This is an optimization exercise on Yosys and OpenROAD, whose aim is small area, a short achievable clock period and few clock cycles per item, not a production implementation. RTL that was checked went through simulation tests only; none was proved equivalent to the original.

==> v27: inputs <==
// pxl_color_core
module pxl_color_core (
    input  wire         clk,
    input  wire         rst,
    input  wire         req_valid,
    output wire         req_ready,
    input  wire [4:0]   req_cmd,
    input  wire [255:0] req_data,
    output wire         rsp_valid,
    input  wire         rsp_ready,
    output wire         rsp_err,
    output wire [31:0]  rsp_r,
    output wire [31:0]  rsp_g,
    output wire [31:0]  rsp_b,
    output wire [31:0]  rsp_a,
    output wire [511:0] rsp_hex,
    output wire [6:0]   rsp_len
);
==> module hex_encoder, before the edit <==
module hex_encoder (
    input  wire [9:0]   fmt,
    input  wire [255:0] opd,
    output reg  [511:0] hex,
    output reg  [6:0]   len
);
    function [7:0] hexdigit(input [3:0] n);
        hexdigit = (n <= 4'd9) ? (8'h30 + {4'd0, n}) : (8'h57 + {4'd0, n});
    endfunction
    reg [255:0] dig;
    reg [63:0]  lv;               
    integer i, s;
    always @(*) begin
        dig = 256'd0;
        lv  = 64'd0;
        len = 7'd0;
        for (s = 0; s < 6; s = s + 1) begin
            if (fmt[s]) begin
                for (i = 0; i < 64; i = i + 1)
                    if (i < (2 << s)) begin
                        dig[4*i +: 4] = dig[4*i +: 4] | opd[4*(((2 << s) - 1 - i) & 63) +: 4];
                        lv[i] = 1'b1;
                    end
                len = len | (2 << s);
            end
            if (s < 4 && fmt[6 + s]) begin
                for (i = 0; i < 64; i = i + 1)
                    if (i < (8 << s)) begin
                        dig[4*i +: 4] = dig[4*i +: 4] | ((i < (6 << s)) ? opd[4*((2 << s) - 1 - i % (2 << s)) +: 4] : 4'hF);
                        lv[i] = 1'b1;
                    end
                len = len | (8 << s);
            end
        end
        for (i = 0; i < 64; i = i + 1)
            hex[8*i +: 8] = lv[i] ? hexdigit(dig[4*i +: 4]) : 8'h00;
    end
endmodule
==> module pxl_color_core, before the edit <==
module pxl_color_core (
    input  wire         clk,
    input  wire         rst,
    input  wire         req_valid,
    output wire         req_ready,
    input  wire [4:0]   req_cmd,
    input  wire [255:0] req_data,
    output wire         rsp_valid,
    input  wire         rsp_ready,
    output wire         rsp_err,
    output wire [31:0]  rsp_r,
    output wire [31:0]  rsp_g,
    output wire [31:0]  rsp_b,
    output wire [31:0]  rsp_a,
    output wire [511:0] rsp_hex,
    output wire [6:0]   rsp_len
);
    localparam DW = 12;
    reg          sk_v, v1, rv;
    reg [DW-1:0] sk_c, c1;
    reg [255:0]  sk_d, d1;
    reg          rsp_err_q;
    reg [15:0]   rsp_r_q, rsp_g_q, rsp_b_q, rsp_a_q;
    reg [511:0]  rsp_hex_q;
    reg [6:0]    rsp_len_q;
    wire rsp_free = ~rv | rsp_ready;         
    wire p1_free  = ~v1 | rsp_free;          
    assign req_ready = ~sk_v;
    wire accept   = req_valid & ~sk_v;
    wire       op  = req_cmd[4];
    wire       fam = req_cmd[3];
    wire [2:0] sz  = req_cmd[2:0];
    wire       reserved = fam ? (sz > 3'd5) : (sz > 3'd3);
    wire [15:0] gy;
    color_converter_gray u_gray (.sz (sz[1:0]), .opd (req_data[63:0]), .y16 (gy));
    wire [15:0] xr, xg, xb, xa;
    rgba_extract_scale u_rgba (.sz (sz), .opd (req_data), .r16 (xr), .g16 (xg), .b16 (xb), .a16 (xa));
    wire [63:0] chans = fam ? {xr, xg, xb, xa} : {gy, gy, gy, 16'hFFFF};
    reg [9:0] fmt;
    integer s;
    always @(*) begin
        for (s = 0; s < 10; s = s + 1)
            fmt[s] = op && (s < 6 ? (fam && sz == s) : (!fam && sz == s - 6));
    end
    wire [DW-1:0] dc = {reserved, ~op & ~reserved, fmt};
    wire [255:0]  dd = {req_data[255:64], op ? req_data[63:0] : chans};
    wire [9:0] fmt1 = c1[9:0];
    wire       pm1  = c1[10];
    wire       err1 = c1[11];
    wire [15:0] qr, qg, qb;
    premul u_pr (.c16 (d1[63:48]), .a16 (d1[15:0]), .q16 (qr));
    premul u_pg (.c16 (d1[47:32]), .a16 (d1[15:0]), .q16 (qg));
    premul u_pb (.c16 (d1[31:16]), .a16 (d1[15:0]), .q16 (qb));
    wire [511:0] hx;
    wire [6:0]   hl;
    hex_encoder u_hex (.fmt (fmt1), .opd (d1), .hex (hx), .len (hl));
    always @(posedge clk) begin
        if (rst) begin
            sk_v <= 1'b0;
            v1   <= 1'b0;
            rv   <= 1'b0;
        end else begin
            if (p1_free)
                sk_v <= 1'b0;
            else if (accept)
                sk_v <= 1'b1;
            if (p1_free)
                v1 <= sk_v | accept;
            if (rsp_free)
                rv <= v1;
        end
    end
    always @(posedge clk) begin
        if (~sk_v) begin
            sk_c <= dc;
            sk_d <= dd;
        end
        if (p1_free) begin
            c1 <= sk_v ? sk_c : dc;
            d1 <= sk_v ? sk_d : dd;
        end
        if (rsp_free) begin
            rsp_err_q <= err1;
            rsp_r_q   <= pm1 ? qr : 16'd0;
            rsp_g_q   <= pm1 ? qg : 16'd0;
            rsp_b_q   <= pm1 ? qb : 16'd0;
            rsp_a_q   <= pm1 ? d1[15:0] : 16'd0;
            rsp_hex_q <= hx;
            rsp_len_q <= hl;
        end
    end
    assign rsp_valid = rv;
    assign rsp_err   = rsp_err_q;
    assign rsp_r     = {16'd0, rsp_r_q};
    assign rsp_g     = {16'd0, rsp_g_q};
    assign rsp_b     = {16'd0, rsp_b_q};
    assign rsp_a     = {16'd0, rsp_a_q};
    assign rsp_hex   = rsp_hex_q;
    assign rsp_len   = rsp_len_q;
endmodule
make LEC_CHECK=0 CAP_MARGIN=20 CORE_MARGIN=2 CORE_UTILIZATION=30 PLACE_DENSITY=0.45 SLEW_MARGIN=20 finish   # period 24.0 ns
run.sh (not shown) runs the stock make flow with config.mk's settings and CLKGATE_MAP_FILE= SYNTH_SCRIPT=/design/flow/synth_recipe.tcl, a recipe that flattens the netlist after the stock synthesis.
==> inputs of v22, as changes to v27 <==
--- a/flow/design.v
+++ b/flow/design.v
@@ -970,37 +970,55 @@
     input  wire [9:0]   fmt,
     input  wire [255:0] opd,
-    output reg  [511:0] hex,
+    output reg  [255:0] dig,
+    output reg  [5:0]   grp,
     output reg  [6:0]   len
 );
-    function [7:0] hexdigit(input [3:0] n);
-        hexdigit = (n <= 4'd9) ? (8'h30 + {4'd0, n}) : (8'h57 + {4'd0, n});
-    endfunction
-    reg [255:0] dig;
-    reg [63:0]  lv;               
     integer i, s;
     always @(*) begin
         dig = 256'd0;
-        lv  = 64'd0;
+        grp = 6'd0;
         len = 7'd0;
         for (s = 0; s < 6; s = s + 1) begin
             if (fmt[s]) begin
                 for (i = 0; i < 64; i = i + 1)
-                    if (i < (2 << s)) begin
+                    if (i < (2 << s))
                         dig[4*i +: 4] = dig[4*i +: 4] | opd[4*(((2 << s) - 1 - i) & 63) +: 4];
-                        lv[i] = 1'b1;
-                    end
+                grp = grp | ((2 << s) - 1);
                 len = len | (2 << s);
             end
             if (s < 4 && fmt[6 + s]) begin
                 for (i = 0; i < 64; i = i + 1)
-                    if (i < (8 << s)) begin
+                    if (i < (8 << s))
                         dig[4*i +: 4] = dig[4*i +: 4] | ((i < (6 << s)) ? opd[4*((2 << s) - 1 - i % (2 << s)) +: 4] : 4'hF);
-                        lv[i] = 1'b1;
-                    end
+                grp = grp | ((8 << s) - 1);
                 len = len | (8 << s);
             end
         end
-        for (i = 0; i < 64; i = i + 1)
-            hex[8*i +: 8] = lv[i] ? hexdigit(dig[4*i +: 4]) : 8'h00;
+    end
+endmodule
+module hex_chars (
+    input  wire [255:0] dig,
+    input  wire [5:0]   grp,
+    output reg  [511:0] hex
+);
+    integer i;
+    reg [3:0] n;
+    reg       v, m, h;
+    always @(*) begin
+        for (i = 0; i < 64; i = i + 1) begin
+            n = dig[4*i +: 4];
+            v = (i < 2) ? grp[0] : (i < 4) ? grp[1] : (i < 8) ? grp[2] :
+                (i < 16) ? grp[3] : (i < 32) ? grp[4] : grp[5];
+            m = (i < 16) ? v : 1'b1;
+            h = n[3] & (n[2] | n[1]);
+            hex[8*i + 7] = 1'b0;
+            hex[8*i + 6] = m & h;
+            hex[8*i + 5] = v;
+            hex[8*i + 4] = v & ~h;
+            hex[8*i + 3] = m & n[3] & ~h;
+            hex[8*i + 2] = m & n[2] & (~n[3] | n[1] | n[0]);
+            hex[8*i + 1] = m & (n[3] ? (n[2] ? ~(n[1] ^ n[0]) : (n[1] & n[0])) : n[1]);
+            hex[8*i + 0] = m & (n[0] ^ h);
+        end
     end
 endmodule
@@ -1026,7 +1044,7 @@
     reg [DW-1:0] sk_c, c1;
     reg [255:0]  sk_d, d1;
-    reg          rsp_err_q;
-    reg [15:0]   rsp_r_q, rsp_g_q, rsp_b_q, rsp_a_q;
-    reg [511:0]  rsp_hex_q;
+    reg          rsp_err_q, rsp_pm_q;
+    reg [255:0]  rsp_dig_q;
+    reg [5:0]    rsp_grp_q;
     reg [6:0]    rsp_len_q;
     wire rsp_free = ~rv | rsp_ready;         
@@ -1058,7 +1076,8 @@
     premul u_pg (.c16 (d1[47:32]), .a16 (d1[15:0]), .q16 (qg));
     premul u_pb (.c16 (d1[31:16]), .a16 (d1[15:0]), .q16 (qb));
-    wire [511:0] hx;
+    wire [255:0] hd;
+    wire [5:0]   hg;
     wire [6:0]   hl;
-    hex_encoder u_hex (.fmt (fmt1), .opd (d1), .hex (hx), .len (hl));
+    hex_encoder u_hex (.fmt (fmt1), .opd (d1), .dig (hd), .grp (hg), .len (hl));
     always @(posedge clk) begin
         if (rst) begin
@@ -1088,9 +1107,7 @@
         if (rsp_free) begin
             rsp_err_q <= err1;
-            rsp_r_q   <= pm1 ? qr : 16'd0;
-            rsp_g_q   <= pm1 ? qg : 16'd0;
-            rsp_b_q   <= pm1 ? qb : 16'd0;
-            rsp_a_q   <= pm1 ? d1[15:0] : 16'd0;
-            rsp_hex_q <= hx;
+            rsp_pm_q  <= pm1;
+            rsp_dig_q <= {hd[255:64], pm1 ? {qr, qg, qb, d1[15:0]} : hd[63:0]};
+            rsp_grp_q <= hg;
             rsp_len_q <= hl;
         end
@@ -1098,9 +1115,9 @@
     assign rsp_valid = rv;
     assign rsp_err   = rsp_err_q;
-    assign rsp_r     = {16'd0, rsp_r_q};
-    assign rsp_g     = {16'd0, rsp_g_q};
-    assign rsp_b     = {16'd0, rsp_b_q};
-    assign rsp_a     = {16'd0, rsp_a_q};
-    assign rsp_hex   = rsp_hex_q;
+    assign rsp_r     = {16'd0, rsp_dig_q[63:48] & {16{rsp_pm_q}}};
+    assign rsp_g     = {16'd0, rsp_dig_q[47:32] & {16{rsp_pm_q}}};
+    assign rsp_b     = {16'd0, rsp_dig_q[31:16] & {16{rsp_pm_q}}};
+    assign rsp_a     = {16'd0, rsp_dig_q[15:0]  & {16{rsp_pm_q}}};
+    hex_chars u_chars (.dig (rsp_dig_q), .grp (rsp_grp_q), .hex (rsp_hex));
     assign rsp_len   = rsp_len_q;
 endmodule
==> flow/flow/run.sh (new file) <==
#!/bin/bash
# The standard layout, with repair_timing aiming for 17 ns of setup slack
# so that it optimises the critical paths, and
# the ports buffered with buf_2 cells; the clock period and constraints are
# the design's. Make's output goes to make.log; ORFS keeps each step's log
# under orfs/logs/.
set -euo pipefail
bash standard.sh SETUP_SLACK_MARGIN=17 "BUFFER_PORTS_ARGS=-buffer_cell sky130_fd_sc_hd__buf_2" finish > make.log 2>&1
==> flow/standard.sh (new file) <==
#!/bin/bash
# synth_recipe.tcl (not shown) runs the flow's synth.tcl, then flattens the netlist and writes it again
# the make line also repeats each setting of config.mk as NAME=value (left out here)
make -C /OpenROAD-flow-scripts/flow DESIGN_CONFIG=/design/flow/config.mk WORK_HOME=/design/flow/orfs CLKGATE_MAP_FILE= SYNTH_SCRIPT=/design/flow/synth_recipe.tcl "${@:-finish}"
CORE_UTILIZATION = 55   (was 30)
PLACE_DENSITY = 0.65   (was 0.45)
removed: flow/run.sh
==> inputs of v10, as changes to v27 <==
--- a/flow/design.v
+++ b/flow/design.v
@@ -970,37 +970,55 @@
     input  wire [9:0]   fmt,
     input  wire [255:0] opd,
-    output reg  [511:0] hex,
+    output reg  [255:0] dig,
+    output reg  [5:0]   grp,
     output reg  [6:0]   len
 );
-    function [7:0] hexdigit(input [3:0] n);
-        hexdigit = (n <= 4'd9) ? (8'h30 + {4'd0, n}) : (8'h57 + {4'd0, n});
-    endfunction
-    reg [255:0] dig;
-    reg [63:0]  lv;               
     integer i, s;
     always @(*) begin
         dig = 256'd0;
-        lv  = 64'd0;
+        grp = 6'd0;
         len = 7'd0;
         for (s = 0; s < 6; s = s + 1) begin
             if (fmt[s]) begin
                 for (i = 0; i < 64; i = i + 1)
-                    if (i < (2 << s)) begin
+                    if (i < (2 << s))
                         dig[4*i +: 4] = dig[4*i +: 4] | opd[4*(((2 << s) - 1 - i) & 63) +: 4];
-                        lv[i] = 1'b1;
-                    end
+                grp = grp | ((2 << s) - 1);
                 len = len | (2 << s);
             end
             if (s < 4 && fmt[6 + s]) begin
                 for (i = 0; i < 64; i = i + 1)
-                    if (i < (8 << s)) begin
+                    if (i < (8 << s))
                         dig[4*i +: 4] = dig[4*i +: 4] | ((i < (6 << s)) ? opd[4*((2 << s) - 1 - i % (2 << s)) +: 4] : 4'hF);
-                        lv[i] = 1'b1;
-                    end
+                grp = grp | ((8 << s) - 1);
                 len = len | (8 << s);
             end
         end
-        for (i = 0; i < 64; i = i + 1)
-            hex[8*i +: 8] = lv[i] ? hexdigit(dig[4*i +: 4]) : 8'h00;
+    end
+endmodule
+module hex_chars (
+    input  wire [255:0] dig,
+    input  wire [5:0]   grp,
+    output reg  [511:0] hex
+);
+    integer i;
+    reg [3:0] n;
+    reg       v, m, h;
+    always @(*) begin
+        for (i = 0; i < 64; i = i + 1) begin
+            n = dig[4*i +: 4];
+            v = (i < 2) ? grp[0] : (i < 4) ? grp[1] : (i < 8) ? grp[2] :
+                (i < 16) ? grp[3] : (i < 32) ? grp[4] : grp[5];
+            m = (i < 16) ? v : 1'b1;
+            h = n[3] & (n[2] | n[1]);
+            hex[8*i + 7] = 1'b0;
+            hex[8*i + 6] = m & h;
+            hex[8*i + 5] = v;
+            hex[8*i + 4] = v & ~h;
+            hex[8*i + 3] = m & n[3] & ~h;
+            hex[8*i + 2] = m & n[2] & (~n[3] | n[1] | n[0]);
+            hex[8*i + 1] = m & (n[3] ? (n[2] ? ~(n[1] ^ n[0]) : (n[1] & n[0])) : n[1]);
+            hex[8*i + 0] = m & (n[0] ^ h);
+        end
     end
 endmodule
@@ -1026,7 +1044,7 @@
     reg [DW-1:0] sk_c, c1;
     reg [255:0]  sk_d, d1;
-    reg          rsp_err_q;
-    reg [15:0]   rsp_r_q, rsp_g_q, rsp_b_q, rsp_a_q;
-    reg [511:0]  rsp_hex_q;
+    reg          rsp_err_q, rsp_pm_q;
+    reg [255:0]  rsp_dig_q;
+    reg [5:0]    rsp_grp_q;
     reg [6:0]    rsp_len_q;
     wire rsp_free = ~rv | rsp_ready;         
@@ -1058,7 +1076,8 @@
     premul u_pg (.c16 (d1[47:32]), .a16 (d1[15:0]), .q16 (qg));
     premul u_pb (.c16 (d1[31:16]), .a16 (d1[15:0]), .q16 (qb));
-    wire [511:0] hx;
+    wire [255:0] hd;
+    wire [5:0]   hg;
     wire [6:0]   hl;
-    hex_encoder u_hex (.fmt (fmt1), .opd (d1), .hex (hx), .len (hl));
+    hex_encoder u_hex (.fmt (fmt1), .opd (d1), .dig (hd), .grp (hg), .len (hl));
     always @(posedge clk) begin
         if (rst) begin
@@ -1088,9 +1107,7 @@
         if (rsp_free) begin
             rsp_err_q <= err1;
-            rsp_r_q   <= pm1 ? qr : 16'd0;
-            rsp_g_q   <= pm1 ? qg : 16'd0;
-            rsp_b_q   <= pm1 ? qb : 16'd0;
-            rsp_a_q   <= pm1 ? d1[15:0] : 16'd0;
-            rsp_hex_q <= hx;
+            rsp_pm_q  <= pm1;
+            rsp_dig_q <= {hd[255:64], pm1 ? {qr, qg, qb, d1[15:0]} : hd[63:0]};
+            rsp_grp_q <= hg;
             rsp_len_q <= hl;
         end
@@ -1098,9 +1115,9 @@
     assign rsp_valid = rv;
     assign rsp_err   = rsp_err_q;
-    assign rsp_r     = {16'd0, rsp_r_q};
-    assign rsp_g     = {16'd0, rsp_g_q};
-    assign rsp_b     = {16'd0, rsp_b_q};
-    assign rsp_a     = {16'd0, rsp_a_q};
-    assign rsp_hex   = rsp_hex_q;
+    assign rsp_r     = {16'd0, rsp_dig_q[63:48] & {16{rsp_pm_q}}};
+    assign rsp_g     = {16'd0, rsp_dig_q[47:32] & {16{rsp_pm_q}}};
+    assign rsp_b     = {16'd0, rsp_dig_q[31:16] & {16{rsp_pm_q}}};
+    assign rsp_a     = {16'd0, rsp_dig_q[15:0]  & {16{rsp_pm_q}}};
+    hex_chars u_chars (.dig (rsp_dig_q), .grp (rsp_grp_q), .hex (rsp_hex));
     assign rsp_len   = rsp_len_q;
 endmodule
==> flow/flow/run.sh (new file) <==
#!/bin/bash
# The standard layout, with repair_timing aiming for 16 ns of setup slack
# so that it optimises the critical paths, and
# the ports buffered with buf_2 cells; the clock period and constraints are
# the design's. Make's output goes to make.log; ORFS keeps each step's log
# under orfs/logs/.
set -euo pipefail
bash standard.sh SETUP_SLACK_MARGIN=16 "BUFFER_PORTS_ARGS=-buffer_cell sky130_fd_sc_hd__buf_2" finish > make.log 2>&1
==> flow/standard.sh (new file) <==
#!/bin/bash
# synth_recipe.tcl (not shown) runs the flow's synth.tcl, then flattens the netlist and writes it again
# the make line also repeats each setting of config.mk as NAME=value (left out here)
make -C /OpenROAD-flow-scripts/flow DESIGN_CONFIG=/design/flow/config.mk WORK_HOME=/design/flow/orfs CLKGATE_MAP_FILE= SYNTH_SCRIPT=/design/flow/synth_recipe.tcl "${@:-finish}"
CORE_UTILIZATION = 55   (was 30)
PLACE_DENSITY = 0.65   (was 0.45)
removed: flow/run.sh
==> comparison table <==
| item | v10 | v22 | v27 |
|---|---|---|---|
| Result of the run | timing/DRC/antenna clean | timing/DRC/antenna clean | timing/DRC/antenna clean |
| Starting Density | 55.40% | 55.40% | 30.10% |
| Worst path required time | 24430 ps | 24460 ps | 24370 ps |
| Compound-Gate Fraction of Synth Area | 11.58% | 11.58% | 10.64% |
| Worst setup path category | reg2reg | reg2reg | in2reg |
| Number of non-clock buffers in the layout | 933 | 1018 | 909 |
| DP Cell Count | 8242 | 8249 | 10190 |
| CP Launch Type | flop | flop | input pin |
| Slew Limit Headroom | 18.10% | 13.86% | 24.32% |
| Clock-pin slew reported for the worst setup and hold paths after clock tree synthesis | 60 ps | 70 ps | 60 ps |
| Routed length on met2 | 103.0 mm | 106.0 mm | 137.6 mm |
| Source of the critical timing path | d1[21]$_DFFE_PP_ | d1[15]$_DFFE_PP_ | rsp_ready |
| Post-Route WL | 231.4 mm | 232.5 mm | 291.0 mm |
| Worst endpoint data arrival time | 8170 ps | 7850 ps | 8940 ps |
| Number of antenna repair diodes | 19 | 16 | 16 |
| GR met3 Demand/Resource | 8.805% | 8.159% | 4.700% |
Testbench counts of v27, summed over its fixed seeds: cycles 9,616, items 9,600.
The RTL of v22 and v10 was laid out without a check of its function.

## what the ideal ports hide
Ports are ideal in the flow. The routed layouts listed here were re-timed in OpenROAD. Step 1 sets driving cells, clkbuf_16 on the clock port and buf_2 on the other inputs (assumed; they add their load-dependent delay and slew). Step 2 moves the port delays by t, midway between the first and last clock arrival at a register: inputs arrive t later, outputs are due t later. That takes back most of the time a late clock gives input paths. a / b / c = ideal / step 1 / step 2; a / b = the first two.
run	t, ns	slack for setup (ns)	worst register clock-pin slew, ns	cell pins on the clock port's net
v27	0.881	15.433 / 15.495 / 14.614	0.07 / 0.07	1
v22	0.754	16.605 / 16.605 / 16.508	0.07 / 0.07	1
v10	0.760	16.262 / 16.262 / 16.038	0.07 / 0.07	1
After both steps setup and hold are still met in every run listed. For v27, which loses most, drivers alone change the setup slack by +0.062 ns; drivers and shift together by -0.819 ns.
